Background: an optimization exercise with open tools, aiming at small area. Do not read the settings as production practice.
At most, simulation tests tie the RTL to the original design; equivalence was not proved.
No functional check of the RTL was part of runs 1 and 2.

--- flow/design.v ---
module belt_core (
    input  wire        clk,
    input  wire        rst,
    output reg         mem_req,
    output reg         mem_we,
    output wire [15:0] mem_addr,
    output wire [15:0] mem_wdata,
    input  wire        mem_ready,
    input  wire [15:0] mem_rdata,
    output wire        halted,
    output wire [1:0]  result,
    output wire [15:0] pc_o,
    output wire [15:0] sp_o
);
    localparam [4:0] S_CLR    = 5'd0,
                     S_F0     = 5'd1,
                     S_FKQ    = 5'd2,    
                     S_FKS    = 5'd3,    
                     S_OPS    = 5'd4,    
                     S_EXEC   = 5'd5,
                     S_MUL    = 5'd6,
                     S_DIV    = 5'd7,
                     S_SHIFT  = 5'd8,
                     S_COPY   = 5'd9,    
                     S_PUSH   = 5'd10,   
                     S_LD     = 5'd11,   
                     S_JMP    = 5'd12,   
                     S_SKIP   = 5'd13,   
                     S_CALL0  = 5'd14,   
                     S_CALL   = 5'd15,
                     S_RET    = 5'd16,
                     S_RA     = 5'd17,
                     S_RSP    = 5'd18,
                     S_ST     = 5'd19,   
                     S_PSH0   = 5'd20,   
                     S_POP    = 5'd21,
                     S_HALT2  = 5'd24,
                     S_HALT3  = 5'd25;
    reg [4:0]  state;
    reg [15:0] ring [0:15];
    reg [3:0]  idx;
    reg [4:0]  cnt;
    reg        gotp, gotq, sfull;
    reg [15:0] done;
    reg [3:0]  tag;
    reg [15:0] ir;
    reg [15:0] p;
    reg [15:0] q;
    reg [15:0] s;
    reg [15:0] pcm;
    reg [15:0] sp;
    wire [15:0] tap = ring[15];
    assign halted    = (state == S_HALT2) | (state == S_HALT3);
    assign result    = {1'b1, state == S_HALT3};
    assign pc_o      = pcm;
    assign sp_o      = sp;
    assign mem_wdata = s;
    wire [3:0] cls = ir[15:12];
    wire [3:0] sub = ir[11:8];
    wire [3:0] fp  = ir[7:4];
    wire [3:0] fq  = ir[3:0];
    wire at_p  = (idx == fp);
    wire at_q  = (idx == fq);
    wire at_15 = (idx == 4'd15);
    wire [3:0] d_cls = mem_rdata[15:12];
    wire [3:0] d_sub = mem_rdata[11:8];
    wire       d_p0  = (mem_rdata[7:4] == 4'd0);
    wire       d_q0  = (mem_rdata[3:0] == 4'd0);
    reg d_valid;
    always @* begin
        case (d_cls)
            4'd1:    d_valid = (d_sub < 4'd3)  && d_q0;
            4'd2:    d_valid = (d_sub < 4'd4)  && d_p0 && d_q0;
            4'd3:    d_valid = (d_sub < 4'd3);
            4'd4:    d_valid = (d_sub < 4'd10);
            4'd5:    d_valid = (d_sub < 4'd3);
            4'd6:    d_valid = (d_sub < 4'd3)  && d_q0;
            4'd7:    d_valid = (d_sub < 4'd2)  && d_p0 && d_q0;    
            default: d_valid = 1'b0;
        endcase
    end
    wire need_q  = (cls == 4'd4) | (cls == 4'd5);
    wire save    = (cls == 4'd4) & (sub == 4'd9);
    wire p_to_s  = (cls == 4'd1) | save | (cls == 4'd6 && sub == 4'd2);
    wire push_s  = (cls == 4'd2) | (cls == 4'd6) | (cls == 4'd7);
    localparam [1:0] A_Q = 2'd0, A_PSH = 2'd1, A_PC = 2'd2, A_SP = 2'd3;
    localparam [1:0] B_OFF = 2'd0, B_S = 2'd1, B_NS = 2'd2, B_MUL = 2'd3;
    localparam [1:0] L_AND = 2'd0, L_OR = 2'd1, L_XOR = 2'd2;
    reg  [1:0]  asel, bsel, lop;
    reg  [5:0]  off;
    reg         cin, shin;
    reg  [15:0] a, b;
    always @* begin
        case (asel)
            A_Q:     a = q;
            A_PSH:   a = {p[14:0], shin};
            A_PC:    a = pcm;
            default: a = sp;
        endcase
        if (bsel == B_OFF)
            b = {{10{off[5]}}, off};
        else
            b = (s & {16{bsel != B_MUL || q[15]}}) ^ {16{bsel == B_NS}};
    end
    wire [16:0] sum17 = {1'b0, a} + {1'b0, b} + {16'd0, cin};
    wire [15:0] sum   = sum17[15:0];
    wire        cout  = sum17[16];
    wire        l_and = (lop != L_XOR);
    wire        l_xor = (lop != L_AND);
    wire [15:0] lres  = ((a & b) & {16{l_and}}) | ((a ^ b) & {16{l_xor}});
    assign mem_addr = sum;
    wire div_ge = p[15] | cout;
    wire zero   = (sum == 16'd0);
    wire s0     = (s == 16'd0);
    wire cnt0   = (cnt == 5'd0);
    wire [3:0] ret_n   = fq;
    wire [3:0] slot    = cnt[3:0] - 4'd1;
    wire       at_slot = (idx == slot);
    reg        wr, wsel_s, push;           
    reg [1:0]  p_op;                       
    reg [1:0]  q_op;                       
    reg [1:0]  s_op;                       
    reg        qin;
    reg        pc_en, sp_en, ir_en;
    reg [4:0]  nstate;
    reg [4:0]  cnt_n;
    reg        cnt_ld;
    reg        gotp_n, gotq_n, sfull_n;
    reg        take;
    always @* begin
        mem_req  = 1'b0;
        mem_we   = 1'b0;
        wr       = 1'b0;
        wsel_s   = 1'b0;
        push     = 1'b0;
        p_op     = 2'd0;
        q_op     = 2'd0;
        s_op     = 2'd0;
        qin      = 1'b0;
        pc_en    = 1'b0;
        sp_en    = 1'b0;
        ir_en    = 1'b0;
        asel     = A_Q;
        bsel     = B_OFF;
        off      = 6'd0;
        cin      = 1'b0;
        shin     = 1'b0;
        lop      = L_AND;
        nstate   = state;
        cnt_ld   = 1'b0;
        cnt_n    = cnt - 5'd1;
        gotp_n   = gotp;
        gotq_n   = gotq;
        sfull_n  = sfull;
        take     = 1'b0;
        case (state)
            S_CLR: begin
                asel   = A_PSH;
                off    = 6'h3f;
                cnt_ld = 1'b1;
                cnt_n  = cnt + 5'd1;
                if (cnt0) begin
                    p_op = 2'd1;
                    off  = 6'd0;
                end else begin
                    wr = 1'b1;
                    if (cnt == 5'd1) begin
                        pc_en = 1'b1;
                        sp_en = 1'b1;
                    end
                    if (cnt == 5'd16)
                        nstate = S_F0;
                end
            end
            S_F0: begin
                mem_req = 1'b1;
                asel    = A_PC;
                off     = 6'd1;
                gotp_n  = 1'b0;
                gotq_n  = 1'b0;
                sfull_n = 1'b0;
                if (mem_ready) begin
                    ir_en  = 1'b1;
                    pc_en  = 1'b1;
                    cnt_ld = 1'b1;
                    cnt_n  = 5'd16;
                    if (!d_valid)
                        nstate = S_HALT2;
                    else case (d_cls)
                        4'd1: nstate = S_FKQ;
                        4'd2: nstate = (d_sub == 4'd1) ? S_FKS : S_FKQ;
                        4'd3: nstate = (d_sub == 4'd2) ? S_RET : S_OPS;
                        4'd6: nstate = (d_sub == 4'd2) ? S_PSH0 : S_OPS;
                        4'd7: nstate = (d_sub == 4'd0) ? S_F0 : S_POP;
                        default: nstate = S_OPS;
                    endcase
                end
            end
            S_FKQ, S_FKS: begin
                mem_req = 1'b1;
                asel    = A_PC;
                off     = 6'd1;
                if (mem_ready) begin
                    pc_en = 1'b1;
                    if (state == S_FKS) begin
                        s_op   = 2'd2;
                        nstate = S_PUSH;
                    end else begin
                        q_op = 2'd2;
                        if (cls == 4'd1)
                            nstate = S_OPS;
                        else if (cls == 4'd2)
                            case (sub[1:0])
                                2'd0:    nstate = S_LD;
                                2'd2:    nstate = S_CALL0;
                                default: nstate = S_JMP;
                            endcase
                        else
                            nstate = S_JMP;    
                    end
                end
            end
            S_OPS: begin
                p_op = 2'd1;
                if (at_p && !gotp) begin
                    gotp_n = 1'b1;
                    if (p_to_s) s_op = 2'd1;
                    else        q_op = 2'd1;
                end
                if (at_q && !gotq && need_q) begin
                    gotq_n = 1'b1;
                    if (save) q_op = 2'd1;
                    else      s_op = 2'd1;
                end
                if (gotp && (gotq || !need_q))
                    nstate = S_EXEC;
            end
            S_EXEC: begin
                asel   = A_Q;
                bsel   = B_S;
                cnt_ld = 1'b1;
                cnt_n  = 5'd16;
                case (cls)
                    4'd1: begin
                        p_op   = 2'd1;
                        lop    = sub[1:0];
                        nstate = S_PUSH;
                    end
                    4'd3: begin
                        cnt_n  = (sub == 4'd0) ? {1'b0, fq} : ({1'b0, ~fq} + 5'd1);
                        nstate = S_SHIFT;
                    end
                    4'd5: begin
                        bsel = B_NS;
                        cin  = 1'b1;
                        case (sub[1:0])
                            2'd0:    nstate = !cout ? S_FKQ : S_SKIP;
                            2'd1:    nstate = (!cout || zero) ? S_FKQ : S_SKIP;
                            default: nstate = zero ? S_FKQ : S_SKIP;
                        endcase
                    end
                    4'd6: case (sub[1:0])
                        2'd0:    nstate = S_LD;
                        2'd1:    nstate = S_JMP;
                        default: nstate = S_ST;
                    endcase
                    default: case (sub)       
                        4'd0: begin p_op = 2'd2; nstate = S_PUSH; end
                        4'd1: begin p_op = 2'd2; bsel = B_NS; cin = 1'b1; nstate = S_PUSH; end
                        4'd2: nstate = S_MUL;
                        4'd3: nstate = s0 ? S_HALT3 : S_DIV;
                        4'd4: begin p_op = 2'd1; lop = L_AND; nstate = S_PUSH; end
                        4'd5: begin p_op = 2'd1; lop = L_OR;  nstate = S_PUSH; end
                        4'd6: begin p_op = 2'd1; lop = L_XOR; nstate = S_PUSH; end
                        4'd7: begin cnt_n = {1'b0, s[3:0]}; nstate = S_SHIFT; end
                        4'd8: begin cnt_n = {1'b0, ~s[3:0]} + 5'd1; nstate = S_SHIFT; end
                        default: nstate = S_ST;   
                    endcase
                endcase
            end
            S_MUL: begin
                asel = A_PSH;
                bsel = B_MUL;
                if (cnt0)
                    nstate = S_PUSH;
                else begin
                    p_op   = 2'd2;
                    q_op   = 2'd3;
                    cnt_ld = 1'b1;
                end
            end
            S_DIV: begin
                asel = A_PSH;
                shin = q[15];
                bsel = B_NS;
                cin  = 1'b1;
                qin  = div_ge;
                if (cnt0)
                    nstate = S_COPY;
                else begin
                    p_op   = div_ge ? 2'd2 : 2'd3;
                    q_op   = 2'd3;
                    cnt_ld = 1'b1;
                end
            end
            S_SHIFT: begin
                asel = A_PSH;
                shin = q[15];
                if (cnt0)
                    nstate = ((cls == 4'd3) ? (sub == 4'd0) : (sub == 4'd7)) ? S_COPY : S_PUSH;
                else begin
                    p_op   = 2'd3;
                    q_op   = 2'd3;
                    cnt_ld = 1'b1;
                end
            end
            S_COPY: begin
                asel   = A_Q;
                p_op   = 2'd2;
                nstate = S_PUSH;
            end
            S_PUSH: begin
                wsel_s = push_s;
                if (at_15) begin
                    wr     = 1'b1;
                    push   = 1'b1;
                    nstate = S_F0;
                end
            end
            S_LD: begin
                mem_req = 1'b1;
                asel    = A_Q;
                if (mem_ready) begin
                    s_op   = 2'd2;
                    nstate = S_PUSH;
                end
            end
            S_POP: begin
                mem_req = 1'b1;
                asel    = A_SP;
                off     = 6'd1;
                if (mem_ready) begin
                    s_op   = 2'd2;
                    sp_en  = 1'b1;
                    nstate = S_PUSH;
                end
            end
            S_JMP: begin
                asel   = A_Q;
                off    = 6'h3f;
                pc_en  = 1'b1;
                nstate = S_F0;
            end
            S_SKIP: begin
                asel   = A_PC;
                off    = 6'd1;
                pc_en  = 1'b1;
                nstate = S_F0;
            end
            S_CALL0: begin
                asel   = A_SP;
                off    = 6'h30;            
                sp_en  = 1'b1;
                nstate = S_CALL;
            end
            S_CALL: begin
                asel = A_SP;
                off  = {1'b0, {1'b0, tag} + 5'd1};
                if (sfull) begin
                    mem_req = 1'b1;
                    mem_we  = 1'b1;
                    if (mem_ready)
                        sfull_n = 1'b0;
                end
                if ((!sfull || mem_ready) && !done[idx] && !cnt0) begin
                    s_op    = 2'd1;
                    sfull_n = 1'b1;
                    take    = 1'b1;
                    cnt_ld  = 1'b1;
                end
                if (cnt0 && !sfull)
                    nstate = S_JMP;
            end
            S_RET: begin
                asel = A_SP;
                if (sfull) begin
                    off = {1'b0, cnt - 5'd1 - {1'b0, ret_n}};
                    if (at_slot) begin
                        wr      = 1'b1;
                        wsel_s  = 1'b1;
                        cnt_ld  = 1'b1;
                        sfull_n = 1'b0;
                        if (cnt[3:0] - 4'd1 > ret_n) begin
                            mem_req = 1'b1;
                            if (mem_ready) begin
                                s_op    = 2'd2;
                                sfull_n = 1'b1;
                            end
                        end
                    end
                end else begin
                    off = {1'b0, cnt - {1'b0, ret_n}};
                    if (cnt == {1'b0, ret_n})
                        nstate = S_RA;
                    else begin
                        mem_req = 1'b1;
                        if (mem_ready) begin
                            s_op    = 2'd2;
                            sfull_n = 1'b1;
                        end
                    end
                end
            end
            S_RA: begin
                mem_req = 1'b1;
                asel    = A_SP;
                off     = 6'd17;
                if (mem_ready) begin
                    q_op   = 2'd2;
                    nstate = S_RSP;
                end
            end
            S_RSP: begin
                asel   = A_SP;
                off    = 6'd17;
                sp_en  = 1'b1;
                nstate = S_JMP;
            end
            S_PSH0: begin
                asel   = A_SP;
                off    = 6'h3f;
                sp_en  = 1'b1;
                nstate = S_OPS;
            end
            S_ST: begin
                mem_req = 1'b1;
                mem_we  = 1'b1;
                if (cls == 4'd6) begin
                    asel = A_SP;
                    off  = 6'd1;
                end
                if (mem_ready)
                    nstate = S_F0;
            end
            default: ;    
        endcase
    end
    integer k;
    always @(posedge clk) begin
        for (k = 15; k > 0; k = k - 1)
            ring[k] <= ring[k-1];
        ring[0] <= wr ? (wsel_s ? s : p) : ring[15];
    end
    always @(posedge clk) begin
        if (rst) begin
            state <= S_CLR;
            cnt   <= 5'd0;
            idx   <= 4'd15;
        end else begin
            state <= nstate;
            if (cnt_ld)
                cnt <= cnt_n;
            if (!push)
                idx <= idx - 4'd1;
        end
    end
    always @(posedge clk) begin
        if (state == S_F0)
            done <= 16'd0;
        else if (take)
            done[idx] <= 1'b1;
        if (take)
            tag <= idx;
        gotp  <= gotp_n;
        gotq  <= gotq_n;
        sfull <= sfull_n;
        if (ir_en)
            ir <= mem_rdata;
        if (pc_en)
            pcm <= sum;
        if (sp_en)
            sp <= sum;
        case (p_op)
            2'd1:    p <= lres;
            2'd2:    p <= sum;
            2'd3:    p <= a;
            default: ;
        endcase
        case (q_op)
            2'd1:    q <= tap;
            2'd2:    q <= mem_rdata;
            2'd3:    q <= {q[14:0], qin};
            default: ;
        endcase
        case (s_op)
            2'd1:    s <= tap;
            2'd2:    s <= mem_rdata;
            default: ;
        endcase
    end
endmodule
--- flow/flow/run.sh ---
#!/bin/bash
# Standard ORFS layout (the standard.sh), with two changes:
#  - ports are buffered with the smallest buffer, buf_1;
#  - CTS uses smaller clock buffers and inserts no dummy loads.
export BUFFER_PORTS_ARGS="-buffer_cell sky130_fd_sc_hd__buf_1"
export CTS_ARGS="-sink_clustering_enable -repair_clock_nets -dont_use_dummy_load -buf_list {sky130_fd_sc_hd__clkbuf_8} -sink_clustering_size 15 -sink_clustering_max_diameter 50"
bash standard.sh > standard.log 2>&1
--- flow/standard.sh ---
#!/bin/bash
# synth_recipe.tcl (not shown) runs the flow's synth.tcl, then flattens the netlist and writes it again
# the make line also repeats each setting of config.mk as NAME=value (left out here)
make -C /OpenROAD-flow-scripts/flow DESIGN_CONFIG=/design/flow/config.mk WORK_HOME=/design/flow/orfs CLKGATE_MAP_FILE= SYNTH_SCRIPT=/design/flow/synth_recipe.tcl "${@:-finish}"
--- flow/config.mk ---
export PLATFORM = sky130hd
export DESIGN_NAME = belt_core
export DESIGN_NICKNAME = belt_core
export VERILOG_FILES = /design/flow/design.v
export SDC_FILE = /design/flow/constraint.sdc
export NUM_CORES = 4
export LEC_CHECK = 0
export CAP_MARGIN = 20
export CORE_MARGIN = 2
export CORE_UTILIZATION = 40
export PLACE_DENSITY = 0.6
export SLEW_MARGIN = 20
--- flow/constraint.sdc ---
create_clock -name core_clock -period 10.0 [get_ports {clk}]
set_input_delay 2.0000 -clock core_clock [delete_from_list [all_inputs] [get_ports {clk}]]
set_output_delay 2.0000 -clock core_clock [all_outputs]
set_load 0.01 [all_outputs]
==> key figures, run 1 <==
Layout
  – Area Overhead vs Synth: 8.90%
  – Commonest cells after routing, fill and taps aside: 286 x dfxtp_1, 142 x nand2_1, 104 x nor2_1, 103 x edfxtp_1, 94 x a21oi_1
  – Share of cells above drive strength 1: 0.0720
  – Most common cell after layout, fill and taps aside: dfxtp_1
  – Fillers: about 3500
  – Nets: between 1500 and 2000

Job
  – Max-cap violations: 0

Timing
  – RSZ-0062 raised after global routing: no
  – Fin. Hold Viols: 0
  – Setup TNS: 0 ns
  – Slew HR: 0.370
  – Post-route minimum period: 8.08 ns
  – Max-slew violations: 0
  – Worst-Margin Slew: 0.937 ns
  – Clk_skew: ~0.10 ns
  – Final period util: 0.808
  – Setup-failing EPs final: 0
  – Fmax: about 120 MHz

Worst hold path
  – Hold path depth: 0
  – Hold Crit Class: reg2reg

Synthesis
  – Largest family of logic cells by synthesized area: compound AO/OA/AOI/OAI gates
  – Multiplexer area fraction after synthesis: 0.0464
  – Dominant cells by area after synthesis: dfxtp_1 38%, edfxtp_1 21%, nand2_1 3.6%
  – Sequential area share after synthesis: 0.589
  – Synth Area in Compound Gates: 0.153
  – Cell area after synthesis: approximately 0.015 sq mm
  – Synth warn: 2
  – Async S/R FF share, synth: 0
  – Avg Cell Area, Syn: 10.9 sq um
  – Share of the synthesized area in the top cell type: 0.382
  – Area leader, netlist: dfxtp_1
  – Post-synth EDFFs: 103
  – Netlist cell types: between 80 and 90
  – Main flop type after synthesis: dfxtp_1
  – Cells after Synth: 1371
  – Syn Nets: about 1400
  – Simple-gate share of the synthesized area: 0.122
  – Register bit total from synthesis: just under 400
  – Synth Area in Adders: 0.0354
  – Xor/xnor share of the synthesized area: 0.0263

Global routing
  – First-pass GRT wire length: about 63000 microns
  – Largest net degree at the start of global routing: 33
  – Vias in the first global route: around 10000
  – Total grt overflow: 0
  – Global Route Usage Sum: 0.215
  – Initial antenna violation count: 1

Clocking
  – Worst skew pair latency: 0.60 ns
  – Num Clock Sinks: ~390
  – Resized Gates After CTS: 0
  – Cts hold-fix bufs: 0
  – Postcts setup bufs: 0
  – CTS clk-pin slew, worst paths: approximately 0.08 ns
  – H-Tree Depth: 2
  – Root Buffer: clkbuf_8
  – CTS tree: yes
  – Clock tree buffer depth: 3
  – TritonCTS buffer count: 40

Route
  – DRC: 0
  – DR iter-0 viols: 853
  – DR pass1 iterations: 7
  – Drt total wl: between 40000 and 50000 microns
  – Vias: roughly 11000
  – WL/cell: 22.0 microns
  – Via density: 5.68
  – Detail Route Antenna Nets: 0

Placed design
  – Post-DP HPWL: just over 30000 microns
  – Port Buf Inserts: 86
  – GPL Wtd Cong: roughly 0.96

Floorplan
  – CORE AREA: roughly 0.037 sq mm
  – Die area: just under 0.04 sq mm
  – I/O pins: between 80 and 90
  – Initial Utilization: 0.407
  – Die width: 198 microns
  – Std-Cell Rows: 70
  – DIE HEIGHT: a little under 200 microns

Setup path
  – WP data required: roughly 8.0 ns
  – CP arrival: a little over 6 ns
  – Critical-path maximum fanout: 7
  – R2R depth: 18
  – Crit end category: output pin
  – Crit start category: flop
  – Setup Crit Path Kind: reg2out

Outcome
  – Status: complete, no violations
==> metrics by stage <==
step                      area, sq um  hold slack [ns]  setup WS, ns  utilization  cells
after global routing            16300            0.278          1.57        0.444   1913
after global placement          15800            0.310          2.32        0.428   1872
after floorplan                 15000            0.310          3.67            -   1371
final                           16300            0.282          1.92        0.444   1913
after CTS                       16300            0.277          1.67        0.443   1912
after detailed placement        15800            0.312          2.24        0.428   1872
==> path summary, 6_finish.rpt <==
| kind | slack, ns | end | from |
|---|---|---|---|
| max | 1.92 | mem_addr[14] | cnt[1] |
| min | 0.28 | ring[2][5] | ring[1][5] |
| max reg2reg | 3.05 | state[0] | ir[9] |
| min reg2reg | 0.28 | ring[2][5] | ring[1][5] |
==> cells by family after synthesis <==
family / after synthesis
adder cells (fa/ha/maj): 40
multiplexers: 61
AO/OA/AOI/OAI: 345
other: 1
XOR/XNOR: 45
flip-flops: 389
buffers and inverters: 106
AND/OR/NAND/NOR: 384
==> cells in the mapped netlist (7+ instances only) <==
cell type,number
a211oi_1,20
mux2_2,17
a31oi_1,10
xor2_1,14
edfxtp_1,103
and3_1,7
nor4_1,12
a21oi_1,94
inv_1,33
o21ai_0,65
o22ai_1,14
nor3_1,33
nand4_1,11
a221oi_1,21
xnor2_1,31
a22oi_1,21
ha_1,36
a22o_1,15
dfxtp_1,286
a21o_1,13
nand2b_1,11
a2111oi_0,8
clkbuf_1,60
nor2_1,105
nor2b_1,10
nand3_1,15
nand2_1,142
mux2i_1,39
==> per-layer routing <==
layer	vias up	routed length, microns	GRT usage
met5	-	0	0
met4	0	1580	0.0869
met3	87	2440	0.0289
met2	384	19500	0.343
met1	5297	18600	0.295
li1	5106	-	-
==> sequential cells by signal (all words and copies together), names as in the netlist <==
signal	flops
gotp	1
cnt	5
tag	4
gotq	1
sfull	1
idx	4
pcm	16
sp	16
q	16
ring	256
s	16
ir	16
p	16
done	16
state	5
==> layout make-up <==
class                           instances  area (sq um)  share of cell area
Clock buffer                           40           551              0.0337
Sequential cell                       389          8820               0.540
Inverter                               35           131             0.00805
Multi-Input combinational cell        876          5770               0.354
Antenna cell                            1          2.50            0.000153
Tap cell                              468           586              0.0359
Timing Repair Buffer                  104           458              0.0281
==> critical path, cell delays in order (launching register included) <==
cell	delay [ns]
dfxtp_1	0.38
inv_1	0.13
ha_1	0.31
nor4b_4	0.54
nor4_1	0.10
a31oi_1	0.16
o22ai_1	0.17
a2111oi_0	0.67
a2111oi_0	0.27
fa_1	0.52
fa_1	0.44
a211oi_2	0.29
o31ai_2	0.14
o221a_4	0.31
and3_1	0.18
o41ai_1	0.36
xnor2_1	0.32
buf_1	0.21
==> inputs of run 2 (changes only) <==
==> flow/flow/run.sh (replaced) <==
#!/bin/bash
# Standard ORFS layout (the standard.sh), with two changes:
#  - ports are buffered with the smallest buffer, buf_1;
#  - CTS uses smaller clock buffers and inserts no dummy loads.
export BUFFER_PORTS_ARGS="-buffer_cell sky130_fd_sc_hd__buf_1"
export CTS_ARGS="-sink_clustering_enable -repair_clock_nets -dont_use_dummy_load -buf_list {sky130_fd_sc_hd__clkbuf_8 sky130_fd_sc_hd__clkbuf_16}"
bash standard.sh > standard.log 2>&1
==> key figures, run 2 <==
Timing
  – Setup-failing EPs final: 0 (unchanged)
  – Max-slew violations: 0 (unchanged)
  – Setup TNS: 0 ns (unchanged)
  – Slew HR: 0.353 (-0.0176)
  – Worst-Margin Slew: 0.963 ns (+0.0263 ns)
  – Final period util: 0.806 (-0.00249)
  – RSZ-0062 raised after global routing: no
  – Fin Hold WS: 0.305 ns (+0.0226 ns)
  – Fmax: 124 MHz (+0.31%)
  – Post-route minimum period: 8.06 ns (-0.0249 ns)
  – Fin. Hold Viols: 0 (unchanged)
  – Clk_skew: 0.0393 ns (-0.0641 ns)

Layout
  – Area Overhead vs Synth: 11.6%
  – Most common cell after layout, fill and taps aside: dfxtp_1
  – Max reg flops: 256 (unchanged)
  – Largest Register: ring
  – Share of cells above drive strength 1: 0.0707 (-0.00129)
  – Fin cells: 1911 (-0.10%)
  – Commonest cells after routing, fill and taps aside: 286 x dfxtp_1, 142 x nand2_1, 104 x nor2_1, 103 x edfxtp_1, 94 x a21oi_1
  – Nets: 1503 (-0.13%)

Route
  – Met2 wire length: 19700 microns (+0.79%)
  – DR iter-0 viols: 941 (+10%)
  – Via density: 5.65 (-0.56%)
  – DR pass1 iterations: 5 (-2)
  – Detail Route Antenna Nets: 0 (unchanged)
  – DRT met1 WL: 18700 microns (+0.72%)
  – DRC: 0 (unchanged)
  – Top Layer Used: met4
  – Drt total wl: 42300 microns (+0.48%)
  – Met3 WL: 2590 microns (+6.2%)
  – WL/cell: 22.1 microns (+0.59%)
  – Vias: 10800 (-0.66%)

Clocking
  – Resized Gates After CTS: 0 (unchanged)
  – Cts hold-fix bufs: 0 (unchanged)
  – CTS tree: yes
  – Postcts setup bufs: 0 (unchanged)
  – Root Buffer: clkbuf_16
  – Worst skew pair latency: 0.52 ns (-0.08 ns)
  – TritonCTS buffer count: 38 (-5.0%)
  – Clock tree buffer depth: 3 (unchanged)
  – Num Clock Sinks: 389 (unchanged)
  – CTS clk-pin slew, worst paths: 0.06 ns (-0.02 ns)
  – H-Tree Depth: 2 (unchanged)

Synthesis
  – Syn Nets: 1430 (unchanged)
  – Share of the synthesized area in the top cell type: 0.382 (unchanged)
  – Post-synth EDFFs: 103 (unchanged)
  – Dominant cells by area after synthesis: dfxtp_1 38%, edfxtp_1 21%, nand2_1 3.6%
  – Avg Cell Area, Syn: 10.9 sq um (unchanged)
  – Most frequent cell after synthesis: dfxtp_1
  – Cells after Synth: 1371 (unchanged)
  – Register bit total from synthesis: 389 (unchanged)
  – Async S/R FF share, synth: 0 (unchanged)
  – Area leader, netlist: dfxtp_1
  – Synth warn: 2 (unchanged)
  – Commonest cells in the netlist: 286 x dfxtp_1, 142 x nand2_1, 105 x nor2_1, 103 x edfxtp_1, 94 x a21oi_1
  – Sequential area share after synthesis: 0.589 (unchanged)
  – Cell area after synthesis: 0.0150 sq mm (unchanged)
  – Netlist cell types: 82 (unchanged)
  – Main flop type after synthesis: dfxtp_1

Floorplan
  – Std-Cell Rows: 70 (unchanged)
  – Die area: 0.0390 sq mm (unchanged)
  – Die width: 198 microns (unchanged)
  – I/O pins: 88 (unchanged)
  – DIE HEIGHT: 198 microns (unchanged)
  – CORE AREA: 0.0368 sq mm (unchanged)
  – Initial Utilization: 0.407 (unchanged)

Global routing
  – Global Route Usage Sum: 0.216 (+0.00118)
  – Total grt overflow: 0 (unchanged)
  – Initial antenna violation count: 1 (unchanged)
  – First-pass GRT wire length: 63900 microns (+0.69%)
  – Vias in the first global route: 10200 (-0.24%)
  – Largest net degree at the start of global routing: 33 (unchanged)

Setup path
  – Crit end category: output pin
  – CP arrival: 6.06 ns (-0.02 ns)
  – Critical-path maximum fanout: 26 (+19)
  – Setup Crit Path Kind: reg2out
  – WP data required: 8.00 ns (about the same)
  – Crit start category: flop

Placed design
  – Post-DP HPWL: 30900 microns (unchanged)
  – GPL Wtd Cong: 0.956 (unchanged)
  – Dpl cells: 1872 (unchanged)
  – Port Buf Inserts: 86 (unchanged)

Job
  – Max-cap violations: 0 (unchanged)

Worst hold path
  – Hold Crit Class: reg2reg

Outcome
  – Status: complete, no violations
[run 2: cell types whose count changed in the layout (fill, tap and decap cells not counted)]
cell,previous run,this run
clkbuf_16,0,38
clkbuf_8,40,0
[run 2: cells by family (layout without fill, tap and decap cells)]
kind of cell             Yosys count  after routing  synth area share
multiplexers                      61             61            0.0464
buffers and inverters            106            177            0.0280
flip-flops                       389            389             0.589
other                              1              2          0.000250
AND/OR/NAND/NOR                  384            384             0.122
AO/OA/AOI/OAI                    345            345             0.153
XOR/XNOR                          45             45            0.0263
adder cells (fa/ha/maj)           40             40            0.0354
[run 2: area by class of cell]
class	count	area (sq um)
timing repair buffer	104	458
sequential	389	8820
inverter	35	131
multi-input combinational	876	5770
clock buffer	38	951
antenna	1	2.50
tap	468	586
fill	3481	20100
[run 2: final timing paths]
path           startpoint            to  slack, ns  cells past startpoint
min reg2reg  ring[11][15]  ring[12][15]       0.30                      0
max              state[3]  mem_addr[14]       1.94                     16
max reg2reg         ir[8]      state[0]       3.11                     18
min          ring[11][15]  ring[12][15]       0.30                      0
[run 2: stage by stage]
stage / worst slack (ns) / util / cell area, sq um
finish: 1.94 / 0.454 / 16700
global route: 1.60 / 0.454 / 16700
CTS: 1.68 / 0.454 / 16700
detailed placement: 2.24 / 0.428 / 15800
global placement: 2.32 / 0.428 / 15800
floorplan: 3.67 / - / 15000
[run 2: critical path: stages, from the launching register on]
cell and delay (ns):
dfxtp_1 0.30, buf_4 0.22, inv_1 0.37, nand2_1 0.31, nor3_1 0.81, nand2_1 0.15
o21ai_2 0.31, a2111oi_0 0.33, fa_1 0.52, fa_1 0.44, a211oi_2 0.29, o31ai_2 0.14
o221a_4 0.31, and3_1 0.18, o41ai_1 0.36, xnor2_1 0.31, buf_1 0.21
[run 2: per-layer routing]
layer  GRT usage  vias to the layer above
met5           0                        -
met4      0.0785                        0
met3      0.0295                       74
met2       0.347                      370
met1       0.298                     5245
li1            -                     5113
==> inputs of run 3 (changes only) <==
--- a/flow/design.v
+++ b/flow/design.v
@@ -41,7 +41,8 @@
     reg [3:0]  idx;
     reg [4:0]  cnt;
     reg        gotp, gotq, sfull;
-    reg [15:0] done;
+    reg [15:0] dring;    
+    reg        dph;      
     reg [3:0]  tag;
     reg [15:0] ir;
     reg [15:0] p;
@@ -83,6 +84,7 @@
     wire save    = (cls == 4'd4) & (sub == 4'd9);
     wire p_to_s  = (cls == 4'd1) | save | (cls == 4'd6 && sub == 4'd2);
     wire push_s  = (cls == 4'd2) | (cls == 4'd6) | (cls == 4'd7);
+    wire shl     = (cls == 4'd3) ? (sub == 4'd0) : (sub == 4'd7);
     localparam [1:0] A_Q = 2'd0, A_PSH = 2'd1, A_PC = 2'd2, A_SP = 2'd3;
     localparam [1:0] B_OFF = 2'd0, B_S = 2'd1, B_NS = 2'd2, B_MUL = 2'd3;
     localparam [1:0] L_AND = 2'd0, L_OR = 2'd1, L_XOR = 2'd2;
@@ -247,7 +249,7 @@
                         nstate = S_PUSH;
                     end
                     4'd3: begin
-                        cnt_n  = (sub == 4'd0) ? {1'b0, fq} : ({1'b0, ~fq} + 5'd1);
+                        cnt_n  = {1'b0, fq};
                         nstate = S_SHIFT;
                     end
                     4'd5: begin
@@ -272,8 +274,7 @@
                         4'd4: begin p_op = 2'd1; lop = L_AND; nstate = S_PUSH; end
                         4'd5: begin p_op = 2'd1; lop = L_OR;  nstate = S_PUSH; end
                         4'd6: begin p_op = 2'd1; lop = L_XOR; nstate = S_PUSH; end
-                        4'd7: begin cnt_n = {1'b0, s[3:0]}; nstate = S_SHIFT; end
-                        4'd8: begin cnt_n = {1'b0, ~s[3:0]} + 5'd1; nstate = S_SHIFT; end
+                        4'd7, 4'd8: begin cnt_n = {1'b0, s[3:0]}; nstate = S_SHIFT; end
                         default: nstate = S_ST;   
                     endcase
                 endcase
@@ -304,14 +305,24 @@
                 end
             end
             S_SHIFT: begin
-                asel = A_PSH;
-                shin = q[15];
-                if (cnt0)
-                    nstate = ((cls == 4'd3) ? (sub == 4'd0) : (sub == 4'd7)) ? S_COPY : S_PUSH;
-                else begin
-                    p_op   = 2'd3;
-                    q_op   = 2'd3;
-                    cnt_ld = 1'b1;
+                asel   = A_PSH;
+                shin   = q[15];
+                cnt_ld = 1'b1;
+                if (shl) begin
+                    if (cnt0)
+                        nstate = S_COPY;
+                    else begin
+                        p_op = 2'd3;
+                        q_op = 2'd3;
+                    end
+                end else begin
+                    cnt_n = cnt + 5'd1;
+                    if (cnt[4])
+                        nstate = S_PUSH;
+                    else begin
+                        p_op = 2'd3;
+                        q_op = 2'd3;
+                    end
                 end
             end
             S_COPY: begin
@@ -372,7 +383,7 @@
                     if (mem_ready)
                         sfull_n = 1'b0;
                 end
-                if ((!sfull || mem_ready) && !done[idx] && !cnt0) begin
+                if ((!sfull || mem_ready) && (dring[15] != dph) && !cnt0) begin
                     s_op    = 2'd1;
                     sfull_n = 1'b1;
                     take    = 1'b1;
@@ -465,10 +476,11 @@
         end
     end
     always @(posedge clk) begin
-        if (state == S_F0)
-            done <= 16'd0;
-        else if (take)
-            done[idx] <= 1'b1;
+        dring <= {dring[14:0], (state == S_CLR) ? 1'b0 : take ? dph : dring[15]};
+        if (rst)
+            dph <= 1'b0;
+        else if (state == S_CALL0)
+            dph <= ~dph;
         if (take)
             tag <= idx;
         gotp  <= gotp_n;
==> flow/flow/run.sh (replaced) <==
#!/bin/bash
# Standard ORFS layout (the standard.sh), with two changes:
#  - ports are buffered with the smallest buffer, buf_1;
#  - CTS uses smaller clock buffers and inserts no dummy loads.
export BUFFER_PORTS_ARGS="-buffer_cell sky130_fd_sc_hd__buf_1"
export CTS_ARGS="-sink_clustering_enable -repair_clock_nets -dont_use_dummy_load -buf_list {sky130_fd_sc_hd__clkbuf_4 sky130_fd_sc_hd__clkbuf_8} -sink_clustering_size 10 -sink_clustering_max_diameter 40"
bash standard.sh > standard.log 2>&1
==> key figures, run 3 <==
Route
  – Vias: 10500 (-2.9%)
  – DR pass1 iterations: 5 (unchanged)
  – WL/cell: 21.4 microns (-3.1%)
  – Drt total wl: 39800 microns (-6.0%)
  – Detail Route Antenna Nets: 0 (unchanged)
  – DRC: 0 (unchanged)
  – DR iter-0 viols: 1102 (+17%)
  – Via density: 5.66 (+0.13%)

Setup path
  – Worst path cell trace: nor4bb_1 -> nor2_1 -> o21ai_0 -> a21o_1 -> o21ai_0 -> fa_1 -> fa_1 -> a21o_1 -> a221oi_4 -> nor3_1 -> nor3_1 -> buf_1
  – Setup Crit Path Kind: reg2out
  – Worst reg2reg path startpoint: ir[14]
  – Crit start category: flop
  – Worst R2R Setup Slack: 2.93 ns (-0.18 ns)
  – WP data required: 8.00 ns (about the same)
  – CP max-delay cell: nor4bb_1
  – RR Endpoint: p[15]
  – CP arrival: 5.95 ns (-0.11 ns)
  – Slowest Stage Delay on Critical Path: 0.88 ns (+0.07 ns)
  – Critical-path maximum fanout: 31 (+19%)
  – Crit end category: output pin
  – R2R depth: 15 (-3)

Clocking
  – Postcts setup bufs: 0 (unchanged)
  – Worst skew pair latency: 0.59 ns (+0.07 ns)
  – H-Tree Depth: 2 (unchanged)
  – TritonCTS buffer count: 53 (+39%)
  – CTS clk-pin slew, worst paths: 0.06 ns (about the same)
  – Resized Gates After CTS: 0 (unchanged)
  – Cts hold-fix bufs: 0 (unchanged)
  – Root Buffer: clkbuf_8
  – Clock tree buffer depth: 3 (unchanged)
  – CTS tree: yes
  – Num Clock Sinks: 390 (+0.26%)

Global routing
  – Total grt overflow: 0 (unchanged)
  – Initial antenna violation count: 0 (-1)
  – Vias in the first global route: 10000 (-2.1%)
  – Global Route Usage Sum: 0.208 (-0.00786)
  – Largest net degree at the start of global routing: 37 (+12%)
  – First-pass GRT wire length: 60600 microns (-5.0%)

Synthesis
  – Synth warn: 2 (unchanged)
  – Sequential area share after synthesis: 0.604 (+0.0156)
  – Xor/xnor share of the synthesized area: 0.0234 (-0.00296)
  – Post-synth EDFFs: 103 (unchanged)
  – Register bit total from synthesis: 390 (+0.26%)
  – Netlist cell types: 82 (unchanged)
  – Syn Nets: 1363 (-4.7%)
  – Largest family of logic cells by synthesized area: compound AO/OA/AOI/OAI gates
  – Synth Area in Adders: 0.0320 (-0.00342)
  – Share of the synthesized area in the top cell type: 0.393 (+0.0106)
  – Commonest cells in the netlist: 287 x dfxtp_1, 126 x nand2_1, 103 x edfxtp_1, 79 x o21ai_0, 72 x nor2_1
  – Most frequent cell after synthesis: dfxtp_1
  – Dominant cells by area after synthesis: dfxtp_1 39%, edfxtp_1 21%, nand2_1 3.2%
  – Async S/R FF share, synth: 0 (unchanged)
  – Cells after Synth: 1309 (-4.5%)
  – Simple-gate share of the synthesized area: 0.115 (-0.00638)
  – Main flop type after synthesis: dfxtp_1
  – Cell area after synthesis: 0.0146 sq mm (-2.4%)
  – Area leader, netlist: dfxtp_1
  – Multiplexer area fraction after synthesis: 0.0399 (-0.00641)
  – Avg Cell Area, Syn: 11.2 sq um (+2.3%)
  – Synth Area in Compound Gates: 0.158 (+0.00457)

Placed design
  – Post-DP HPWL: 28400 microns (-8.2%)
  – Port Buf Inserts: 86 (unchanged)
  – Dpl ws: 2.71 ns (+0.470 ns)
  – Dpl cells: 1801 (-3.8%)
  – GPL Wtd Cong: 0.923 (-3.4%)
  – DP Area: 0.0154 sq mm (-2.4%)

Floorplan
  – DIE HEIGHT: 195 microns (-1.2%)
  – Std-Cell Rows: 70 (unchanged)
  – CORE AREA: 0.0363 sq mm (-1.2%)
  – I/O pins: 88 (unchanged)
  – Initial Utilization: 0.402 (-0.00483)
  – Die area: 0.0381 sq mm (-2.3%)
  – Die width: 195 microns (-1.2%)

Outcome
  – Status: complete, no violations

Layout
  – Share of cells above drive strength 1: 0.0823 (+0.0115)
  – Number of antenna diodes: 0 (-1)
  – Share of the core filled with cells: 0.443 (-0.0114)
  – Commonest cells after routing, fill and taps aside: 287 x dfxtp_1, 126 x nand2_1, 103 x edfxtp_1, 86 x buf_1, 78 x o21ai_0
  – Largest Register: ring
  – Nets: 1442 (-4.1%)
  – Fin area: 0.0161 sq mm (-3.7%)
  – Fillers: 3366 (-3.3%)
  – Most common cell after layout, fill and taps aside: dfxtp_1
  – Area Overhead vs Synth: 10.1%
  – Fin cells: 1854 (-3.0%)
  – Max reg flops: 256 (unchanged)

Worst hold path
  – Hold endpoint: ring[14][15]
  – Hold Crit Class: reg2reg
  – Hold path depth: 0 (unchanged)
  – Worst hold path startpoint: ring[13][15]

Timing
  – Clk_skew: 0.0568 ns (+0.0175 ns)
  – RSZ-0062 raised after global routing: no
  – Worst-Margin Slew: 1.11 ns (+0.150 ns)
  – Slew HR: 0.256 (-0.0971)
  – Setup TNS: 0 ns (unchanged)
  – Final worst setup slack: 2.05 ns (+0.105 ns)
  – Fin Hold WS: 0.298 ns (-0.00685 ns)
  – Final period util: 0.795 (-0.0105)
  – Setup-failing EPs final: 0 (unchanged)
  – Fin. Hold Viols: 0 (unchanged)
  – Fmax: 126 MHz (+1.3%)
  – Post-route minimum period: 7.95 ns (-0.105 ns)
  – Max-slew violations: 0 (unchanged)

Job
  – Max-cap violations: 0 (unchanged)
run 3: worst max-delay path, delay by kind of cell (launching register included):
| family | cells | cell delay, ns |
|---|---|---|
| compound gates | 5 | 2.01 |
| simple gates | 4 | 1.61 |
| fa+ha+maj | 2 | 0.96 |
| flops | 1 | 0.58 |
| buf+inv | 1 | 0.21 |
run 3: area by class of cell:
type	count	area, sq um	area share
multi-input cells	818	5430	0.337
inverters	25	93.8	0.00583
flip-flops and latches	390	8840	0.549
clock buffers	53	729	0.0453
repair buffers	100	428	0.0266
well taps	468	586	0.0364
run 3: cells by family after synthesis:
group	after synthesis
DFF	390
and+or+nand+nor	349
other	1
xor gates and xnor gates	39
buffers and inverters	101
AOI/OAI and AO/OA	338
adders and majority gates	35
muxes	56
run 3: worst max-delay path by stage:
stage	from	endpoint	slack, ns	cells after the start
finish	ir[14]	mem_addr[12]	2.05	12
global route	ir[14]	mem_addr[12]	1.70	12
CTS	ir[14]	mem_addr[12]	2.06	12
detailed placement	state[2]	mem_addr[13]	2.71	16
global placement	state[2]	mem_addr[13]	2.91	16
floorplan	state[1]	mem_addr[14]	3.83	15
run 3: routing by layer:
layer | routed length [microns] | vias up | global-route usage
met5 | 0 | - | 0
met4 | 1160 | 0 | 0.0752
met3 | 2710 | 68 | 0.0349
met2 | 18200 | 469 | 0.328
met1 | 17700 | 5060 | 0.289
li1 | - | 4896 | -
==> inputs of run 4 (changes only) <==
==> flow/flow/run.sh (replaced) <==
#!/bin/bash
# Standard ORFS layout (the standard.sh), with two changes:
#  - ports are buffered with the smallest buffer, buf_1;
#  - CTS uses smaller clock buffers and inserts no dummy loads.
export BUFFER_PORTS_ARGS="-buffer_cell sky130_fd_sc_hd__buf_1"
export CTS_ARGS="-sink_clustering_enable -repair_clock_nets -dont_use_dummy_load -buf_list {sky130_fd_sc_hd__clkbuf_4} -sink_clustering_size 8 -sink_clustering_max_diameter 30"
bash standard.sh > standard.log 2>&1
==> key figures, run 4 <==
Timing
  – Clk_skew: 0.0867 ns (+0.0299 ns)
  – Fin. Hold Viols: 0 (unchanged)
  – Setup-failing EPs final: 0 (unchanged)
  – Setup TNS: 0 ns (unchanged)
  – Post-route minimum period: 8.01 ns (+0.0594 ns)
  – RSZ-0062 raised after global routing: no
  – Max-slew violations: 0 (unchanged)
  – Slew HR: 0.243 (-0.0131)
  – Fmax: 125 MHz (-0.74%)
  – Worst-Margin Slew: 1.13 ns (+0.0195 ns)
  – Fin Hold WS: 0.289 ns (-0.00850 ns)
  – Final period util: 0.801 (+0.00594)

Synthesis
  – Main flop type after synthesis: dfxtp_1
  – Netlist cell types: 82 (unchanged)
  – Area leader, netlist: dfxtp_1
  – Async S/R FF share, synth: 0 (unchanged)
  – Most frequent cell after synthesis: dfxtp_1
  – Commonest cells in the netlist: 287 x dfxtp_1, 126 x nand2_1, 103 x edfxtp_1, 79 x o21ai_0, 72 x nor2_1
  – Cell area after synthesis: 0.0146 sq mm (unchanged)
  – Share of the synthesized area in the top cell type: 0.393 (unchanged)
  – Synth warn: 2 (unchanged)
  – Cells after Synth: 1309 (unchanged)
  – Dominant cells by area after synthesis: dfxtp_1 39%, edfxtp_1 21%, nand2_1 3.2%
  – Syn Nets: 1363 (unchanged)
  – Post-synth EDFFs: 103 (unchanged)
  – Sequential area share after synthesis: 0.604 (unchanged)
  – Register bit total from synthesis: 390 (unchanged)
  – Avg Cell Area, Syn: 11.2 sq um (unchanged)

Setup path
  – Bufs and invs on worst path: 3 (+2)
  – CP max-delay cell: a2111oi_0
  – Setup Crit Path Kind: reg2out
  – Crit end category: output pin
  – Top cell by count, worst path: nor2_1
  – Worst path top cell family by delay: compound AO/OA/AOI/OAI gates
  – Critical-path maximum fanout: 28 (-9.7%)
  – WP data required: 8.00 ns (about the same)
  – Slowest Stage Delay on Critical Path: 0.89 ns (about the same)
  – CP arrival: 6.01 ns (+0.06 ns)
  – Crit start category: flop
  – Worst path cell trace: buf_4 -> nand2b_1 -> nor2_1 -> nand2_1 -> o31a_1 -> nor2_1 -> a2111oi_0 -> ha_1 -> nand3_1 -> a211oi_1 -> nor2_1 -> o311ai_0 -> a21o_1 -> xnor2_1 -> inv_1 -> buf_1

Global routing
  – GR peak layer: met2
  – Vias in the first global route: 10200 (+2.2%)
  – Total grt overflow: 0 (unchanged)
  – Initial antenna violation count: 2 (+2)
  – Largest net degree at the start of global routing: 37 (unchanged)
  – Grt met1 use: 0.287 (-0.00178)
  – Global Route met3 Usage: 0.0461 (+0.0112)
  – Met2 Use GR: 0.321 (-0.00701)
  – Global Route Usage Sum: 0.210 (+0.00146)
  – First-pass GRT wire length: 60700 microns (about the same)

Route
  – Via density: 5.65 (-0.17%)
  – DR pass1 iterations: 7 (+2)
  – DRC: 0 (unchanged)
  – Detail Route Antenna Nets: 0 (unchanged)
  – Vias: 10600 (+1.1%)
  – DR iter-0 viols: 939 (-15%)
  – Drt total wl: 39800 microns (about the same)
  – WL/cell: 21.2 microns (-1.3%)

Placed design
  – Port Buf Inserts: 86 (unchanged)
  – Post-DP HPWL: 28400 microns (unchanged)
  – GPL Wtd Cong: 0.923 (unchanged)

Outcome
  – Status: complete, no violations

Clocking
  – CTS clk-pin slew, worst paths: 0.08 ns (+0.02 ns)
  – Num Clock Sinks: 390 (unchanged)
  – Clock tree buffer depth: 3 (unchanged)
  – Worst skew pair latency: 0.75 ns (+0.16 ns)
  – Resized Gates After CTS: 0 (unchanged)
  – H-Tree Depth: 3 (+1)
  – Postcts setup bufs: 0 (unchanged)
  – Root Buffer: clkbuf_4
  – TritonCTS buffer count: 74 (+40%)
  – CTS tree: yes
  – Cts hold-fix bufs: 0 (unchanged)

Layout
  – Share of cells above drive strength 1: 0.0959 (+0.0137)
  – Nets: 1463 (+1.5%)
  – Commonest cells after routing, fill and taps aside: 287 x dfxtp_1, 126 x nand2_1, 103 x edfxtp_1, 86 x buf_1, 78 x o21ai_0
  – Largest Register: ring
  – Most common cell after layout, fill and taps aside: dfxtp_1
  – Fillers: 3412 (+1.4%)
  – Max reg flops: 256 (unchanged)
  – Area Overhead vs Synth: 8.95%

Worst hold path
  – Hold Crit Class: reg2reg

Floorplan
  – I/O pins: 88 (unchanged)
  – Die area: 0.0381 sq mm (unchanged)
  – Std-Cell Rows: 70 (unchanged)
  – CORE AREA: 0.0363 sq mm (unchanged)
  – Initial Utilization: 0.402 (unchanged)
  – Die width: 195 microns (unchanged)
  – DIE HEIGHT: 195 microns (unchanged)

Job
  – Max-cap violations: 0 (unchanged)
==> run 4: logic make-up (layout without fill, tap and decap cells) <==
group	Yosys count	after routing	share of synthesized area
compound gates	338	338	0.158
xor+xnor	39	39	0.0234
fa+ha+maj	35	35	0.0320
buf+inv	101	199	0.0269
flops	390	390	0.604
mux	56	56	0.0399
other cells	1	4	0.000256
simple gates	349	349	0.115
==> run 4: cell type report <==
class | count | area, sq um | share of cell area
Antenna cell | 3 | 7.51 | 0.000471
Clock buffer | 74 | 556 | 0.0349
Inverter | 25 | 93.8 | 0.00589
Multi-Input combinational cell | 818 | 5430 | 0.341
Sequential cell | 390 | 8840 | 0.555
Tap cell | 468 | 586 | 0.0367
Timing Repair Buffer | 100 | 428 | 0.0269
==> run 4: routing by layer <==
metal,up-vias,share of wire
met5,-,0
met4,0,0.031
met3,73,0.075
met2,449,0.45
met1,5124,0.44
li1,4965,-
==> run 4: metrics by stage <==
step | instance area [sq um] | utilization | worst slack, ns | cells
finish | 15900 | 0.438 | 1.99 | 1878
global route | 15900 | 0.438 | 1.58 | 1878
CTS | 15900 | 0.438 | 1.90 | 1875
detailed placement | 15400 | 0.423 | 2.71 | 1801
global placement | 15400 | 0.423 | 2.91 | 1801
floorplan | 14600 | - | 3.83 | 1309
==> run 4: worst paths after layout <==
| path | start | endpoint | slack [ns] | cells after the start |
|---|---|---|---|---|
| min | ring[13][15] | ring[14][15] | 0.29 | 0 |
| max | state[3] | mem_addr[13] | 1.99 | 16 |
| max reg2reg | ir[14] | p[4] | 3.04 | 15 |
| min reg2reg | ring[13][15] | ring[14][15] | 0.29 | 0 |
==> inputs of run 5 (changes only) <==
==> flow/flow/run.sh (replaced) <==
#!/bin/bash
# Standard ORFS layout (the standard.sh), with two changes:
#  - ports are buffered with the smallest buffer, buf_1;
#  - CTS uses smaller clock buffers and inserts no dummy loads.
export BUFFER_PORTS_ARGS="-buffer_cell sky130_fd_sc_hd__buf_1"
export CTS_ARGS="-sink_clustering_enable -repair_clock_nets -dont_use_dummy_load -buf_list {sky130_fd_sc_hd__clkbuf_8} -sink_clustering_size 15 -sink_clustering_max_diameter 50"
bash standard.sh > standard.log 2>&1
==> key figures, run 5 <==
Synthesis
  – Syn Nets: 1363 (unchanged)
  – Share of the synthesized area in the top cell type: 0.393 (unchanged)
  – Cell area after synthesis: 0.0146 sq mm (unchanged)
  – Avg Cell Area, Syn: 11.2 sq um (unchanged)
  – Async S/R FF share, synth: 0 (unchanged)
  – Register bit total from synthesis: 390 (unchanged)
  – Synth warn: 2 (unchanged)
  – Dominant cells by area after synthesis: dfxtp_1 39%, edfxtp_1 21%, nand2_1 3.2%
  – Sequential area share after synthesis: 0.604 (unchanged)
  – Commonest cells in the netlist: 287 x dfxtp_1, 126 x nand2_1, 103 x edfxtp_1, 79 x o21ai_0, 72 x nor2_1
  – Post-synth EDFFs: 103 (unchanged)
  – Main flop type after synthesis: dfxtp_1
  – Cells after Synth: 1309 (unchanged)
  – Area leader, netlist: dfxtp_1
  – Most frequent cell after synthesis: dfxtp_1
  – Netlist cell types: 82 (unchanged)

Layout
  – Largest Register: ring
  – Area Overhead vs Synth: 8.58%
  – Commonest cells after routing, fill and taps aside: 287 x dfxtp_1, 126 x nand2_1, 103 x edfxtp_1, 86 x buf_1, 78 x o21ai_0
  – Most common cell after layout, fill and taps aside: dfxtp_1
  – Number of antenna diodes: 0 (-3)
  – Max reg flops: 256 (unchanged)
  – Nets: 1426 (-2.5%)
  – Fin cells: 1838 (-2.1%)
  – Share of cells above drive strength 1: 0.0715 (-0.0244)

Worst hold path
  – Hold Crit Class: reg2reg
  – Hold endpoint: dring[15]
  – Worst hold path startpoint: dring[14]
  – Hold path depth: 0 (unchanged)

Setup path
  – Setup Crit Path Kind: reg2out
  – Worst Setup SP: state[3]
  – R2R depth: 15 (unchanged)
  – RR Endpoint: p[4]
  – Worst R2R Setup Slack: 3.02 ns (-0.02 ns)
  – CP arrival: 5.85 ns (-0.16 ns)
  – Slowest Stage Delay on Critical Path: 0.89 ns (about the same)
  – Crit start category: flop
  – Worst path cell trace: buf_4 -> nand2b_1 -> nor2_1 -> nand2_1 -> o31a_1 -> nor2_1 -> a2111oi_0 -> ha_1 -> nand3_1 -> a211oi_1 -> nor2_1 -> o311ai_0 -> a21o_1 -> xnor2_1 -> inv_1 -> buf_1
  – Worst reg2reg path startpoint: ir[14]
  – Critical-path maximum fanout: 28 (unchanged)
  – Crit end category: output pin
  – WP data required: 8.00 ns (about the same)
  – CP max-delay cell: a2111oi_0
  – Top cell by count, worst path: nor2_1

Floorplan
  – Die area: 0.0381 sq mm (unchanged)
  – DIE HEIGHT: 195 microns (unchanged)
  – Std-Cell Rows: 70 (unchanged)
  – CORE AREA: 0.0363 sq mm (unchanged)
  – Die width: 195 microns (unchanged)
  – Initial Utilization: 0.402 (unchanged)
  – I/O pins: 88 (unchanged)

Timing
  – Post-route minimum period: 7.85 ns (-0.162 ns)
  – Setup-failing EPs final: 0 (unchanged)
  – Clk_skew: 0.0878 ns (+0.00111 ns)
  – Worst-Margin Slew: 1.12 ns (-0.0162 ns)
  – Fin. Hold Viols: 0 (unchanged)
  – Fmax: 127 MHz (+2.1%)
  – RSZ-0062 raised after global routing: no
  – Setup TNS: 0 ns (unchanged)
  – Slew HR: 0.253 (+0.0108)
  – Max-slew violations: 0 (unchanged)
  – Final period util: 0.785 (-0.0162)

Route
  – Drt total wl: 39400 microns (-0.83%)
  – DR iter-0 viols: 1164 (+24%)
  – DR pass1 iterations: 5 (-2)
  – Vias: 10500 (-1.3%)
  – DRC: 0 (unchanged)
  – Via density: 5.70 (+0.80%)
  – WL/cell: 21.5 microns (+1.3%)
  – Detail Route Antenna Nets: 0 (unchanged)

Global routing
  – Initial antenna violation count: 0 (-2)
  – Largest net degree at the start of global routing: 37 (unchanged)
  – First-pass GRT wire length: 60000 microns (-1.1%)
  – Global Route Usage Sum: 0.206 (-0.00345)
  – Vias in the first global route: 9930 (-3.1%)
  – Total grt overflow: 0 (unchanged)

Clocking
  – CTS clk-pin slew, worst paths: 0.09 ns (about the same)
  – Root Buffer: clkbuf_8
  – Cts hold-fix bufs: 0 (unchanged)
  – Postcts setup bufs: 0 (unchanged)
  – TritonCTS buffer count: 37 (-50%)
  – H-Tree Depth: 2 (-1)
  – Clock tree buffer depth: 3 (unchanged)
  – Num Clock Sinks: 390 (unchanged)
  – Worst skew pair latency: 0.58 ns (-0.17 ns)
  – CTS tree: yes
  – Resized Gates After CTS: 0 (unchanged)

Placed design
  – Post-DP HPWL: 28400 microns (unchanged)
  – GPL Wtd Cong: 0.923 (unchanged)
  – Dpl cells: 1801 (unchanged)
  – Port Buf Inserts: 86 (unchanged)

Job
  – Max-cap violations: 0 (unchanged)

Outcome
  – Status: complete, no violations
-- run 5: cell types whose count changed in the layout (fill, tap and decap cells not counted) --
cell,before,now
clkbuf_4,74,0
clkbuf_8,0,37
diode_2,3,0
-- run 5: final cells by class --
class,count,area (sq um)
Fill cell,3394,20500
Inverter,25,93.8
Multi-Input combinational cell,818,5430
Tap cell,468,586
Timing Repair Buffer,100,428
Clock buffer,37,509
Sequential cell,390,8840
-- run 5: worst max-delay path by stage --
stage / endpoint / slack (ns) / depth (start not counted)
floorplan: mem_addr[14] / 3.83 / 15
global placement: mem_addr[13] / 2.91 / 16
detailed placement: mem_addr[13] / 2.71 / 16
CTS: mem_addr[12] / 2.12 / 12
global route: mem_addr[12] / 1.77 / 12
finish: mem_addr[13] / 2.15 / 16
-- run 5: metal layers --
| layer | vias up | share of wire | wire length, microns | GRT usage |
|---|---|---|---|---|
| met5 | - | 0 | 0 | 0 |
| met4 | 0 | 0.031 | 1210 | 0.0732 |
| met3 | 77 | 0.069 | 2730 | 0.0309 |
| met2 | 444 | 0.45 | 17900 | 0.326 |
| met1 | 5090 | 0.45 | 17600 | 0.289 |
| li1 | 4857 | - | - | - |
-- run 5: cell families (layout without fill, tap and decap cells) --
kind of cell,after synthesis,in the layout,synth area share
fa+ha+maj,35,35,0.0320
mux,56,56,0.0399
xor+xnor,39,39,0.0234
buf+inv,101,162,0.0269
compound gates,338,338,0.158
flops,390,390,0.604
simple gates,349,349,0.115
other cells,1,1,0.000256
-- run 5: critical path, delay by kind of cell, from the launching register on --
family | cells | cell delay, ns
DFF | 1 | 0.30
buffers and inverters | 3 | 0.66
xor gates and xnor gates | 1 | 0.36
and+or+nand+nor | 6 | 1.46
AOI/OAI and AO/OA | 5 | 2.16
adders and majority gates | 1 | 0.40
-- run 5: stage by stage --
stage	cell area (sq um)	util	hold WS, ns	setup WS [ns]
after floorplan	14600	-	0.310	3.83
after global placement	15400	0.423	0.310	2.91
after detailed placement	15400	0.423	0.312	2.71
after CTS	15900	0.437	0.287	2.12
after global routing	15900	0.437	0.287	1.77
final	15900	0.437	0.284	2.15
==> inputs of run 6 (changes only) <==
--- a/flow/config.mk
+++ b/flow/config.mk
@@ -5,8 +5,8 @@
 export SDC_FILE = /design/flow/constraint.sdc
 export NUM_CORES = 4
 export LEC_CHECK = 0
-export CAP_MARGIN = 20
+export CAP_MARGIN = 0
 export CORE_MARGIN = 2
 export CORE_UTILIZATION = 40
 export PLACE_DENSITY = 0.6
-export SLEW_MARGIN = 20
+export SLEW_MARGIN = 0
==> key figures, run 6 <==
Synthesis
  – Area leader, netlist: dfxtp_1
  – Commonest cells in the netlist: 287 x dfxtp_1, 126 x nand2_1, 103 x edfxtp_1, 79 x o21ai_0, 72 x nor2_1
  – Most frequent cell after synthesis: dfxtp_1
  – Async S/R FF share, synth: 0 (unchanged)
  – Register bit total from synthesis: 390 (unchanged)
  – Synth Area in Compound Gates: 0.158 (unchanged)
  – Cells after Synth: 1309 (unchanged)
  – Synth warn: 2 (unchanged)
  – Multiplexer area fraction after synthesis: 0.0399 (unchanged)
  – Synth Area in Adders: 0.0320 (unchanged)
  – Netlist cell types: 82 (unchanged)
  – Dominant cells by area after synthesis: dfxtp_1 39%, edfxtp_1 21%, nand2_1 3.2%
  – Share of the synthesized area in the top cell type: 0.393 (unchanged)
  – Main flop type after synthesis: dfxtp_1
  – Avg Cell Area, Syn: 11.2 sq um (unchanged)
  – Sequential area share after synthesis: 0.604 (unchanged)
  – Syn Nets: 1363 (unchanged)
  – Largest family of logic cells by synthesized area: compound AO/OA/AOI/OAI gates
  – Xor/xnor share of the synthesized area: 0.0234 (unchanged)
  – Post-synth EDFFs: 103 (unchanged)
  – Simple-gate share of the synthesized area: 0.115 (unchanged)
  – Cell area after synthesis: 0.0146 sq mm (unchanged)

Layout
  – Commonest cells after routing, fill and taps aside: 287 x dfxtp_1, 126 x nand2_1, 103 x edfxtp_1, 86 x buf_1, 78 x o21ai_0
  – Most common cell after layout, fill and taps aside: dfxtp_1
  – Number of antenna diodes: 0 (unchanged)
  – Fin cells: 1838 (unchanged)
  – Fin area: 0.0159 sq mm (about the same)
  – Fillers: 3370 (-0.71%)
  – Nets: 1426 (unchanged)
  – Max reg flops: 256 (unchanged)
  – Largest Register: ring
  – Area Overhead vs Synth: 8.53% (about the same)
  – Share of cells above drive strength 1: 0.0708 (-0.000730)

Floorplan
  – CORE AREA: 0.0363 sq mm (unchanged)
  – Initial Utilization: 0.402 (unchanged)
  – Die width: 195 microns (unchanged)
  – DIE HEIGHT: 195 microns (unchanged)
  – Std-Cell Rows: 70 (unchanged)
  – Die area: 0.0381 sq mm (unchanged)
  – I/O pins: 88 (unchanged)

Global routing
  – Initial antenna violation count: 0 (unchanged)
  – Grt met1 use: 0.283 (-0.00604)
  – Global Route met3 Usage: 0.0316 (+0.000691)
  – Largest net degree at the start of global routing: 37 (unchanged)
  – Met2 Use GR: 0.324 (-0.00106)
  – Global Route Usage Sum: 0.205 (-0.000840)
  – Vias in the first global route: 9969 (+0.39%)
  – Total grt overflow: 0 (unchanged)
  – First-pass GRT wire length: 59900 microns (about the same)
  – GR peak layer: met2

Timing
  – Worst-Margin Slew: 1.24 ns (+0.118 ns)
  – RSZ-0062 raised after global routing: no
  – Final period util: 0.804 (+0.0190)
  – Slew HR: 0.174 (-0.0799)
  – Max-slew violations: 0 (unchanged)
  – Setup TNS: 0 ns (unchanged)
  – Clk_skew: 0.0562 ns (-0.0316 ns)
  – Fin. Hold Viols: 0 (unchanged)
  – Post-route minimum period: 8.04 ns (+0.190 ns)
  – Fmax: 124 MHz (-2.4%)
  – Fin Hold WS: 0.298 ns (+0.0144 ns)
  – Setup-failing EPs final: 0 (unchanged)

Clocking
  – Postcts setup bufs: 0 (unchanged)
  – CTS tree: yes
  – Resized Gates After CTS: 0 (unchanged)
  – TritonCTS buffer count: 37 (unchanged)
  – Clock tree buffer depth: 3 (unchanged)
  – Root Buffer: clkbuf_8
  – CTS clk-pin slew, worst paths: 0.09 ns (about the same)
  – Worst skew pair latency: 0.57 ns (about the same)
  – H-Tree Depth: 2 (unchanged)
  – Num Clock Sinks: 390 (unchanged)
  – Cts hold-fix bufs: 0 (unchanged)

Placed design
  – Dpl cells: 1801 (unchanged)
  – DP Area: 0.0154 sq mm (about the same)
  – Port Buf Inserts: 86 (unchanged)
  – Post-DP HPWL: 28300 microns (-0.13%)
  – GPL Wtd Cong: 0.923 (unchanged)

Route
  – DR iter-0 viols: 1064 (-8.6%)
  – WL/cell: 21.3 microns (-0.92%)
  – Drt total wl: 39100 microns (-0.92%)
  – Vias: 10400 (-1.0%)
  – Via density: 5.64 (-1.0%)
  – DRC: 0 (unchanged)
  – DR pass1 iterations: 6 (+1)
  – Detail Route Antenna Nets: 0 (unchanged)

Setup path
  – Setup Crit Path Kind: reg2out
  – Bufs and invs on worst path: 3 (unchanged)
  – CP Depth: 16 (unchanged)
  – Top cell by count, worst path: nor2_1
  – Slowest Stage Delay on Critical Path: 0.88 ns (about the same)
  – Critical-path maximum fanout: 30 (+7.1%)
  – Crit end category: output pin
  – Worst path top cell family by delay: compound AO/OA/AOI/OAI gates
  – WP data required: 8.00 ns (about the same)
  – CP arrival: 6.04 ns (+0.19 ns)
  – Worst path cell trace: buf_4 -> nor2_1 -> o21ai_0 -> a21oi_2 -> nor2_1 -> a21oi_1 -> o21ai_0 -> ha_1 -> a21oi_1 -> a211oi_1 -> nor2_1 -> o311ai_0 -> a21o_1 -> xnor2_1 -> inv_1 -> buf_1
  – R2R depth: 15 (unchanged)
  – CP max-delay cell: a21oi_2
  – Crit start category: flop

Outcome
  – Status: complete, no violations

Job
  – Max-cap violations: 0 (unchanged)

Worst hold path
  – Hold Crit Class: reg2reg
  – Hold path depth: 0 (unchanged)
-- run 6: cell counts after synthesis --
Identical to the previous run, type by type.
-- run 6: final cells by class --
cell class                 instances  area, sq um  share of cell area
multi-input combinational        818         5420               0.341
inverter                          25         93.8             0.00591
clock buffer                      37          509              0.0321
sequential                       390         8840               0.557
timing repair buffer             100          428              0.0270
tap                              468          586              0.0369
-- run 6: final timing paths --
kind,start,end,slack (ns)
hold / removal,ring[4][9],ring[5][9],0.30
setup reg to reg,ir[14],p[9],3.09
setup / recovery,state[2],mem_addr[13],1.96
hold reg to reg,ring[4][9],ring[5][9],0.30
-- run 6: kinds of logic after synthesis --
| logic type | after synthesis |
|---|---|
| other cells | 1 |
| fa+ha+maj | 35 |
| simple gates | 349 |
| flops | 390 |
| compound gates | 338 |
| buf+inv | 101 |
| xor+xnor | 39 |
| mux | 56 |
-- run 6: metrics by stage --
step,utilization,setup slack [ns]
detailed placement,0.423,2.69
floorplan,-,3.83
global placement,0.423,2.91
CTS,0.437,2.08
finish,0.437,1.96
global route,0.437,1.73
-- run 6: worst register-to-register path, delay by kind of cell (launching register included) --
kind | cells | cell delay, ns
AND/OR/NAND/NOR | 4 | 1.62
AO/OA/AOI/OAI | 8 | 3.03
adder cells (fa/ha/maj) | 2 | 0.96
buffers and inverters | 1 | 0.35
flip-flops | 1 | 0.56
-- run 6: layer usage --
metal  up-vias  wire length [microns]
li1       4868                      -
met1      4946                  17100
met2       474                  17700
met3        75                   2820
met4         0                   1430
met5         -                      0

==> afterwards: timing with drivers on the ports <==
In the flow no input, the clock included, has a driving cell. The finished layouts below were timed again as built, in two steps.
Step 1 assumes that a clkbuf_16 drives the clock port and a buf_2 every other input.
Step 2 moves the port delays by t, midway between the first and last clock arrival at a register: inputs arrive t later, outputs are due t later. That takes back most of the time a late clock gives input paths.
a / b / c = no drivers / after step 1 / after step 2; a / b = the first two.
run | t (ns) | setup slack, ns | hold WS [ns] | worst setup path after step 2 | worst slew at a driven data input, ns
run 1 | 0.594 | 1.917 / 1.867 / 2.460 | 0.282 / 0.282 / 0.282 | register to output | 0.08
run 2 | 0.563 | 1.942 / 1.887 / 2.450 | 0.305 / 0.305 / 0.305 | register to output | 0.09
run 3 | 0.615 | 2.047 / 1.997 / 2.611 | 0.298 / 0.298 / 0.298 | register to output | 0.06
run 4 | 0.756 | 1.987 / 1.941 / 2.698 | 0.289 / 0.289 / 0.289 | register to output | 0.05
run 5 | 0.584 | 2.149 / 2.101 / 2.685 | 0.284 / 0.284 / 0.284 | register to output | 0.06
run 6 | 0.586 | 1.959 / 1.910 / 2.496 | 0.298 / 0.298 / 0.298 | register to output | 0.05
After both steps every run listed still meets setup and hold.
